From an optimization exercise on the open Yosys and OpenROAD flow, aimed at a short achievable clock period and few clock cycles per item; shortcuts taken in it are not production practice. Function was checked by simulation only, so behaviour that the tests miss may differ from the original. Power and IR drop assume default switching activity.

Setup of the baseline:
==> flow/design.v (excerpt) <==
module bcs (
    input  wire       clk,
    input  wire       rst,           
    input  wire       we,
    input  wire [4:0] addr,
    input  wire [7:0] wdata,
    output wire [7:0] rdata,
    input  wire       push_valid,
    input  wire [7:0] push_data,
    output wire       push_ready,
    output wire       pop_valid,
    output wire [7:0] pop_data,
    input  wire       pop_ready
);
    localparam [2:0] PH_IDLE     = 3'd0,
                     PH_LEN_LO   = 3'd1,
                     PH_LEN_HI   = 3'd2,
                     PH_FLAG     = 3'd3,
                     PH_PAYLOAD  = 3'd4,
                     PH_CHECKSUM = 3'd5;
    localparam [1:0] ERR_NONE     = 2'd0,
                     ERR_ILLEGAL  = 2'd1,
                     ERR_BUSY     = 2'd2,
                     ERR_OVERFLOW = 2'd3;
    reg        ovfchk;
    reg [7:0]  flag;
    reg [7:0]  namelen;
    reg [7:0]  htype;
    reg [31:0] plen;
    reg [15:0] hdlen;
    reg [15:0] hparam1;
    reg [15:0] hparam2;
    reg [7:0]  name [0:9];
    reg        plen_b3_nz;   
    reg        plen_b2_nz;   
    reg        plen_b1_ff;   
    reg        plen_b0_fe;   
    reg [1:0]  errcode;
    reg [7:0]  chk;
    reg [15:0] blen;
    reg [2:0]  phase;
    reg        op_enc;       
    reg        op_hblk;      
    reg [31:0] remain;       
    reg [4:0]  idx;          
    reg [7:0]  w_flag;
    reg [7:0]  hrec [0:16];
    reg [7:0]  outbuf;
    reg        outvld;
    reg        done;
    wire busy    = (phase != PH_IDLE) || outvld;
    wire in_pay  = (phase == PH_PAYLOAD) && op_enc;
    wire inrdy   = in_pay && !outvld;
    wire [7:0] status = {phase, outvld, inrdy, (errcode != ERR_NONE), done, busy};
    wire adv = !outvld || pop_ready;
    assign push_ready = in_pay && adv;
    assign pop_valid  = outvld;
    assign pop_data   = outbuf;
    reg [7:0] packed_hdr [0:16];
    integer k;
    always @(*) begin
        packed_hdr[0] = htype;
  ...
For scale: ~2500 cells after synthesis, ~20000 µm² of cells after synthesis.
Settings: LEC_CHECK=0, CAP_MARGIN=20, CORE_MARGIN=2, CORE_UTILIZATION=40, PLACE_DENSITY=0.8, SETUP_SLACK_MARGIN=3.2, SLEW_MARGIN=20, SYNTH_HIERARCHICAL=1, PRE_IO_PLACEMENT_TCL=/design/flow/flow/io.tcl; clock period 6.0 ns.
standard.sh (not shown) runs the stock make flow with config.mk's settings and CLKGATE_MAP_FILE= SYNTH_SCRIPT=/design/flow/synth_recipe.tcl, a recipe that flattens the netlist after the stock synthesis.
==> flow/flow/run.sh <==
#!/bin/bash
# The standard layout, with the read-path pins placed together (flow/io.tcl,
# run just before IO placement). Each tool's output goes to ORFS's own logs
# under orfs/logs; standard.sh's output goes to standard.log here.
set -euo pipefail
here=$(pwd)
echo "export PRE_IO_PLACEMENT_TCL = $here/flow/io.tcl" >> "$FLOW_CONFIG"
bash standard.sh > standard.log 2>&1
==> flow/flow/io.tcl <==
# Before IO placement: keep the register window's pins (addr, we, wdata,
# rdata) together in the middle of the left edge, so the configuration
# registers and the read mux sit close to them and the read path (addr to
# rdata) stays short.
set die [ord::get_die_area]
set h [expr {[lindex $die 3] - [lindex $die 1]}]
set lo [expr {int([lindex $die 1] + 0.30 * $h)}]
set hi [expr {int([lindex $die 1] + 0.70 * $h)}]
set win_pins {}
foreach p {addr[4] addr[3] addr[2] addr[1] addr[0] we
           wdata[0] wdata[1] wdata[2] wdata[3] wdata[4] wdata[5] wdata[6] wdata[7]
           rdata[0] rdata[1] rdata[2] rdata[3] rdata[4] rdata[5] rdata[6] rdata[7]} {
  lappend win_pins [get_ports $p]
}
set_io_pin_constraint -pin_names $win_pins -region left:$lo-$hi
Testbench counts of the baseline, summed over its fixed seeds: cycles 47,101, bytes 46,188.
What the candidate does differently from the baseline at the input level:
- PRE_IO_PLACEMENT_TCL removed (was /design/flow/flow/io.tcl)
- TNS_END_PERCENT newly set to 5
- PLACE_DENSITY changed from 0.8 to 0.6
==> flow/run.sh (new file) <==
#!/bin/bash
# synth_recipe.tcl (not shown) runs the flow's synth.tcl, then flattens the netlist and writes it again
# the make line also repeats each setting of config.mk as NAME=value (left out here)
make -C /OpenROAD-flow-scripts/flow DESIGN_CONFIG=/design/flow/config.mk WORK_HOME=/design/flow/orfs CLKGATE_MAP_FILE= SYNTH_SCRIPT=/design/flow/synth_recipe.tcl finish
removed: flow/flow/run.sh
removed: flow/flow/io.tcl
removed: flow/standard.sh
Results
Taking the baseline as the reference point, the setup slack of the candidate rises by 0.090 ns.
The candidate against the baseline: number of ordinary and repair buffers in the finished layout shows a reduction of 14, register-to-register slack fell by 0.63 ns, DRC marker count from the first detailed-route iteration shrank by about 30%, final critical delay including setup and external delays lower, leakage power total went down.

========
## yarrow
bcs again, from the RTL that the note above started with.
Design bcs, start of the top module:
module bcs (
    input  wire       clk,
    input  wire       rst,           
    input  wire       we,
    input  wire [4:0] addr,
    input  wire [7:0] wdata,
    output wire [7:0] rdata,
    input  wire       push_valid,
    input  wire [7:0] push_data,
    output wire       push_ready,
    output wire       pop_valid,
    output wire [7:0] pop_data,
    input  wire       pop_ready
);
Settings: LEC_CHECK=0, CAP_MARGIN=60, CORE_MARGIN=2, CORE_UTILIZATION=40, PLACE_DENSITY=0.6, SETUP_SLACK_MARGIN=3.2, SLEW_MARGIN=80, SYNTH_HIERARCHICAL=1; clock period 6.0 ns.
run.sh (not shown) runs the stock make flow with config.mk's settings and CLKGATE_MAP_FILE= SYNTH_SCRIPT=/design/flow/synth_recipe.tcl, a recipe that flattens the netlist after the stock synthesis.
Stock flow here: none of the scripts above is used.
Testbench counts of yarrow, summed over its fixed seeds: cycles 47,101, bytes 46,188.
Input changes introduced in onyx (baseline for comparison: yarrow):
# yarrow
export LEC_CHECK = 0
export CAP_MARGIN = 60
export CORE_MARGIN = 2
export CORE_UTILIZATION = 40
export PLACE_DENSITY = 0.6
export SETUP_SLACK_MARGIN = 3.2
export SLEW_MARGIN = 80
export SYNTH_HIERARCHICAL = 1
create_clock -name core_clock -period 6.0 [get_ports {clk}]
# onyx
export LEC_CHECK = 0
export CAP_MARGIN = 20
export CORE_MARGIN = 2
export CORE_UTILIZATION = 40
export GPL_ROUTABILITY_DRIVEN = 0
export PLACE_DENSITY = 0.6
export SETUP_SLACK_MARGIN = 3.2
export SLEW_MARGIN = 20
export SYNTH_HIERARCHICAL = 1
create_clock -name core_clock -period 6.0 [get_ports {clk}]
[summary]
- Comparing onyx and yarrow, the lower initial antenna violation count is on yarrow.
- Cmp onyx and yarrow / wire length of the first global-routing pass / higher: yarrow
- Wire length: onyx and yarrow compared, higher one is yarrow
- Against yarrow, overall power in onyx fell by a few percent.
- | number of standard cells in the final layout excluding fillers | higher: yarrow |
## Diff of input files: ember against onyx
# onyx
export LEC_CHECK = 0
export CAP_MARGIN = 20
export CORE_MARGIN = 2
export CORE_UTILIZATION = 40
export GPL_ROUTABILITY_DRIVEN = 0
export PLACE_DENSITY = 0.6
export SETUP_SLACK_MARGIN = 3.2
export SLEW_MARGIN = 20
export SYNTH_HIERARCHICAL = 1
create_clock -name core_clock -period 6.0 [get_ports {clk}]
# ember
export LEC_CHECK = 0
export CAP_MARGIN = 20
export CORE_MARGIN = 2
export CORE_UTILIZATION = 40
export PLACE_DENSITY = 0.6
export SETUP_SLACK_MARGIN = 2.7
export SLEW_MARGIN = 20
export SYNTH_HIERARCHICAL = 1
create_clock -name core_clock -period 6.0 [get_ports {clk}]
==> comparison <==
ember finished every stage and its layout cleared the timing, design-rule and antenna checks. Setup slack of the critical path after layout for ember: 61 ps down relative to onyx. | count of cell instances traversed by the critical path | ember vs onyx | 2 lower |. ember vs onyx: area growth from synthesis to layout down in ember. On final critical-path required period, onyx beats ember. Summary: with onyx as the reference, power in ember moved up by a few percent. Looking at combinational share of power, ember sits 0.8 points lower than onyx does. Sort ember and onyx by core utilization, descending, and onyx comes first. In the final reports, the cell area of ember is smaller than that of onyx.
Relative to ember, the following input files were edited for maple:
# ember
export LEC_CHECK = 0
export CAP_MARGIN = 20
export CORE_MARGIN = 2
export CORE_UTILIZATION = 40
export PLACE_DENSITY = 0.6
export SETUP_SLACK_MARGIN = 2.7
export SLEW_MARGIN = 20
export SYNTH_HIERARCHICAL = 1
create_clock -name core_clock -period 6.0 [get_ports {clk}]
# maple
export LEC_CHECK = 0
export CAP_MARGIN = 20
export CORE_MARGIN = 2
export CORE_UTILIZATION = 60
export PLACE_DENSITY = 0.75
export SETUP_SLACK_MARGIN = 3.4
export SLEW_MARGIN = 20
export SYNTH_HIERARCHICAL = 1
create_clock -name core_clock -period 6.0 [get_ports {clk}]
Findings:
maple closes out successfully: all stages finished, all timing, DRC and antenna checks passed. Kind of critical path = in2out: maple; kind of critical path = reg2out: ember. When maple is measured against ember, its via count turns out about 5.6% higher. Against ember as the reference, maple delivers a lower global-route wire length before repair. Power: maple draws less than ember. Proportion of power drawn by flip-flops and latches in maple is 0.6 points higher than in ember. Looking only at total of clock buffers placed in the layout, and setting everything else aside, the higher value of maple and ember goes to maple. Footprint of the flip-flops and latches across maple and ember: no real change. Compared to ember, maple shows a wider setup margin. Compared with ember, maple shows clock-net power that has gone down by a few percent. NOTE core footprint ember->maple decreased by more than a quarter. Looking at largest fanout on the critical path across maple and ember, the one that comes out higher is ember.
--- input diff maple..nickel ---
# maple
export LEC_CHECK = 0
export CAP_MARGIN = 20
export CORE_MARGIN = 2
export CORE_UTILIZATION = 60
export PLACE_DENSITY = 0.75
export SETUP_SLACK_MARGIN = 3.4
export SLEW_MARGIN = 20
export SYNTH_HIERARCHICAL = 1
create_clock -name core_clock -period 6.0 [get_ports {clk}]
# nickel
export LEC_CHECK = 0
export CAP_MARGIN = 20
export CORE_MARGIN = 2
export CORE_UTILIZATION = 40
export PLACE_DENSITY = 0.6
export SETUP_SLACK_MARGIN = 3.8
export SLEW_MARGIN = 20
export SYNTH_HIERARCHICAL = 1
create_clock -name core_clock -period 6.0 [get_ports {clk}]
[summary]
- [compare] base=maple new=nickel: area of all placed cells without fillers now larger, met1 global-route usage now smaller, worst setup slack now smaller, arrival time at the worst endpoint comparable.
- The overall routed net length in nickel sits about 8% above the value recorded for maple.
- Number of gates on the worst path with buffers counted came out higher on nickel than on maple.
- Diff maple -> nickel: area of the placeable core saw an increase; shortest period the worst path allows moved up; global-route wire length before repair moved up.

========
Setup of rev 12:
Another version of the RTL of bcs (not shown whole).
For scale: roughly 2400 cells after synthesis, ~410 flip-flops, ~20000 um2 of cells after synthesis.
clock: 6.0 ns
lec_check: 0
cap_margin: 20
core_margin: 2
core_utilization: 40
place_density: 0.6
setup_slack_margin: 3.2
slew_margin: 20
synth_hierarchical: 1
Every stage of the flow completed for rev 12, and the final layout passed the timing, design-rule and antenna checks.
Testbench counts of rev 12, summed over its fixed seeds: cycles 47,101, bytes 46,188.
Inputs modified between rev 12 and rev 13:
- SETUP_SLACK_MARGIN now 3.5, was 3.2
--- outcome ---
Fmax | rev 13 vs rev 12 | rev 13 slower
Comparing rev 12 and rev 13, final routed wirelength across all metal layers is higher on rev 13.
Taking rev 12 as the reference, in rev 13 combined global-route utilization of all metal layers higher, via count now larger, number of endpoints failing setup at the final stage has remained practically unchanged.
Of the two values seen for last element of the critical path, rdata[2] was produced by rev 12 and rdata[4] by rev 13.
Taking rev 12 as the reference point, the slew of the pin with the lowest slew margin of rev 13 falls by 0.032 ns.
A start point of the critical path of addr[4] is what rev 13 shows, while addr[3] belongs to rev 12.
Between rev 13 and rev 12, it is rev 13 whose number of buffers created by CTS is higher, by 1.

========
== exp/amber ==
bcs with an RTL version that a note above also has.
Size: about 410 flip-flops, roughly 20,000 µm² of cells after synthesis.
Settings: LEC_CHECK=0, CAP_MARGIN=20, CORE_MARGIN=2, CORE_UTILIZATION=40, PLACE_DENSITY=0.6, SETUP_SLACK_MARGIN=3.2, SLEW_MARGIN=20, SYNTH_HIERARCHICAL=1, TNS_END_PERCENT=5, PRE_IO_PLACEMENT_TCL=/design/flow/flow/io.tcl; clock period 6.0 ns.
standard.sh (not shown) runs the stock make flow with config.mk's settings and CLKGATE_MAP_FILE= SYNTH_SCRIPT=/design/flow/synth_recipe.tcl, a recipe that flattens the netlist after the stock synthesis.
==> flow/flow/run.sh <==
#!/bin/bash
# The standard layout, with the read-path pins placed together (flow/io.tcl,
# run just before IO placement). Each tool's output goes to ORFS's own logs
# under orfs/logs; standard.sh's output goes to standard.log here.
set -euo pipefail
here=$(pwd)
echo "export PRE_IO_PLACEMENT_TCL = $here/flow/io.tcl" >> "$FLOW_CONFIG"
bash standard.sh > standard.log 2>&1
==> flow/flow/io.tcl <==
# Before IO placement: keep the register window's pins (addr, we, wdata,
# rdata) together in the middle of the left edge, so the configuration
# registers and the read mux sit close to them and the read path (addr to
# rdata) stays short.
set die [ord::get_die_area]
set h [expr {[lindex $die 3] - [lindex $die 1]}]
set lo [expr {int([lindex $die 1] + 0.30 * $h)}]
set hi [expr {int([lindex $die 1] + 0.70 * $h)}]
set win_pins {}
foreach p {addr[4] addr[3] addr[2] addr[1] addr[0] we
           wdata[0] wdata[1] wdata[2] wdata[3] wdata[4] wdata[5] wdata[6] wdata[7]
           rdata[0] rdata[1] rdata[2] rdata[3] rdata[4] rdata[5] rdata[6] rdata[7]} {
  lappend win_pins [get_ports $p]
}
set_io_pin_constraint -pin_names $win_pins -region left:$lo-$hi
Testbench counts of exp/amber, summed over its fixed seeds: cycles 47,101, bytes 46,188.
The inputs of exp/harbor differ from those of exp/amber as listed below.
- a deleted TNS_END_PERCENT that had been 5
==> flow/flow/io.tcl <==
# Before IO placement: keep the register window's address inputs and read
# data outputs together in the middle of the left edge, so the read path
# (addr to rdata, through the read mux) stays short.
set die [ord::get_die_area]
set h [expr {[lindex $die 3] - [lindex $die 1]}]
set lo [expr {int([lindex $die 1] + 0.42 * $h)}]
set hi [expr {int([lindex $die 1] + 0.58 * $h)}]
set rd_pins {}
foreach p {addr[4] addr[3] addr[2] addr[1] addr[0]
           rdata[0] rdata[1] rdata[2] rdata[3] rdata[4] rdata[5] rdata[6] rdata[7]} {
  lappend rd_pins [get_ports $p]
}
set_io_pin_constraint -pin_names $rd_pins -region left:$lo-$hi
Findings:
exp/harbor vs. exp/amber: count of clock-buffer cells in the layout went up by 11%.
Summary of exp/harbor over exp/amber: post-layout worst setup margin lost 0.025 ns, multi-input combinational gate total ~0 delta, total wire length after detailed routing lower, number of placement rows now sits at about the same level, global-route usage now sits lower.
In the tables for exp/harbor and exp/amber, post-route fraction of the period consumed by the critical path reads higher with exp/harbor.
Lower top fanout value on the critical path among exp/harbor and exp/amber: exp/amber
In exp/harbor, the worst slew margin relative to its limit came out 10 points above the value in exp/amber.
Here is what was changed in the inputs of exp/lagoon compared with exp/harbor.
==> flow/flow/io.tcl <==
# Before IO placement: keep the register window's pins (addr, we, wdata,
# rdata) together in the middle of the left edge, so the configuration
# registers and the read mux sit close to them and the read path (addr to
# rdata) stays short.
set die [ord::get_die_area]
set h [expr {[lindex $die 3] - [lindex $die 1]}]
set lo [expr {int([lindex $die 1] + 0.30 * $h)}]
set hi [expr {int([lindex $die 1] + 0.70 * $h)}]
set win_pins {}
foreach p {addr[4] addr[3] addr[2] addr[1] addr[0] we
           wdata[0] wdata[1] wdata[2] wdata[3] wdata[4] wdata[5] wdata[6] wdata[7]
           rdata[0] rdata[1] rdata[2] rdata[3] rdata[4] rdata[5] rdata[6] rdata[7]} {
  lappend win_pins [get_ports $p]
}
set_io_pin_constraint -pin_names $win_pins -region left:$lo-$hi
Notes after the runs:
Wire length (exp/lagoon vs. exp/harbor) increases by a few percent
exp/lagoon ends up with higher synthesis-to-layout area growth than exp/harbor does.
The final reports for exp/lagoon and exp/harbor show achievable clock frequency higher in the former.
exp/lagoon against exp/harbor: number of well-tap cells placed barely changed; non-clock buffer count climbed about 11%; setup clock skew after layout barely changed.
Edits applied to the flow inputs when going from exp/lagoon to exp/violet:
- clearing PRE_IO_PLACEMENT_TCL, which used to be /design/flow/flow/io.tcl
- swapping 3.2 for 3.5 in SETUP_SLACK_MARGIN
- putting TNS_END_PERCENT at 5 where nothing was set
==> flow/run.sh (new file) <==
#!/bin/bash
# synth_recipe.tcl (not shown) runs the flow's synth.tcl, then flattens the netlist and writes it again
# the make line also repeats each setting of config.mk as NAME=value (left out here)
make -C /OpenROAD-flow-scripts/flow DESIGN_CONFIG=/design/flow/config.mk WORK_HOME=/design/flow/orfs CLKGATE_MAP_FILE= SYNTH_SCRIPT=/design/flow/synth_recipe.tcl finish
removed: flow/flow/run.sh
removed: flow/flow/io.tcl
removed: flow/standard.sh
The non-clock buffering overhead in the final layout was comparable across exp/lagoon and exp/violet. Reg2reg setup slack ends up lower on exp/violet. exp/violet: number of cell instances on the worst register-to-register path lower than exp/lagoon. Summary of exp/violet over exp/lagoon: worst path setup slack after routing increased 0.033 ns; post-detailed-placement half-perimeter wirelength decreased 3.3 mm.

static timing again, ports no longer ideal:
No port has a modelled driver above. Below, the same layouts with a new extraction and two added sets of constraints. Step 1, drivers: a clkbuf_16 drives clk and a buf_2 each remaining input, both assumed. Step 2 times the ports against the registers' clock, not the clock port: input delays grow and output delays shrink by t, the midpoint of the rising clock arrivals with the driver on. Slacks: ideal / step 1 / step 2; pairs: ideal / step 1.
run | t, ns | setup WS [ns] | clock arrival spread, ns | worst slew at a driven data input, ns
the baseline | 0.621 | 2.270 / 1.920 / 1.920 | 0.037 / 0.037 | 0.39
the candidate | 0.631 | 2.360 / 1.985 / 1.985 | 0.024 / 0.024 | 0.45
yarrow | 0.639 | 2.168 / 1.990 / 1.990 | 0.018 / 0.018 | 0.23
onyx | 0.637 | 2.231 / 1.941 / 1.941 | 0.018 / 0.018 | 0.41
ember | 0.653 | 2.170 / 2.107 / 2.107 | 0.026 / 0.025 | 0.09
maple | 0.651 | 2.301 / 2.055 / 2.055 | 0.033 / 0.033 | 0.29
nickel | 0.649 | 2.287 / 2.021 / 2.021 | 0.022 / 0.022 | 0.39
rev 12 | 0.663 | 2.176 / 1.893 / 1.893 | 0.040 / 0.040 | 0.43
rev 13 | 0.647 | 2.112 / 2.001 / 2.001 | 0.023 / 0.023 | 0.26
exp/amber | 0.649 | 2.261 / 1.959 / 1.940 | 0.031 / 0.031 | 0.33
exp/harbor | 0.647 | 2.236 / 2.035 / 2.035 | 0.031 / 0.031 | 0.35
exp/lagoon | 0.643 | 2.294 / 1.982 / 1.982 | 0.028 / 0.028 | 0.37
exp/violet | 0.641 | 2.328 / 1.933 / 1.827 | 0.021 / 0.020 | 0.48
After both steps every run listed still meets setup and hold. For exp/violet, which loses most, drivers alone change the setup slack by -0.395 ns; drivers and shift together by -0.501 ns.
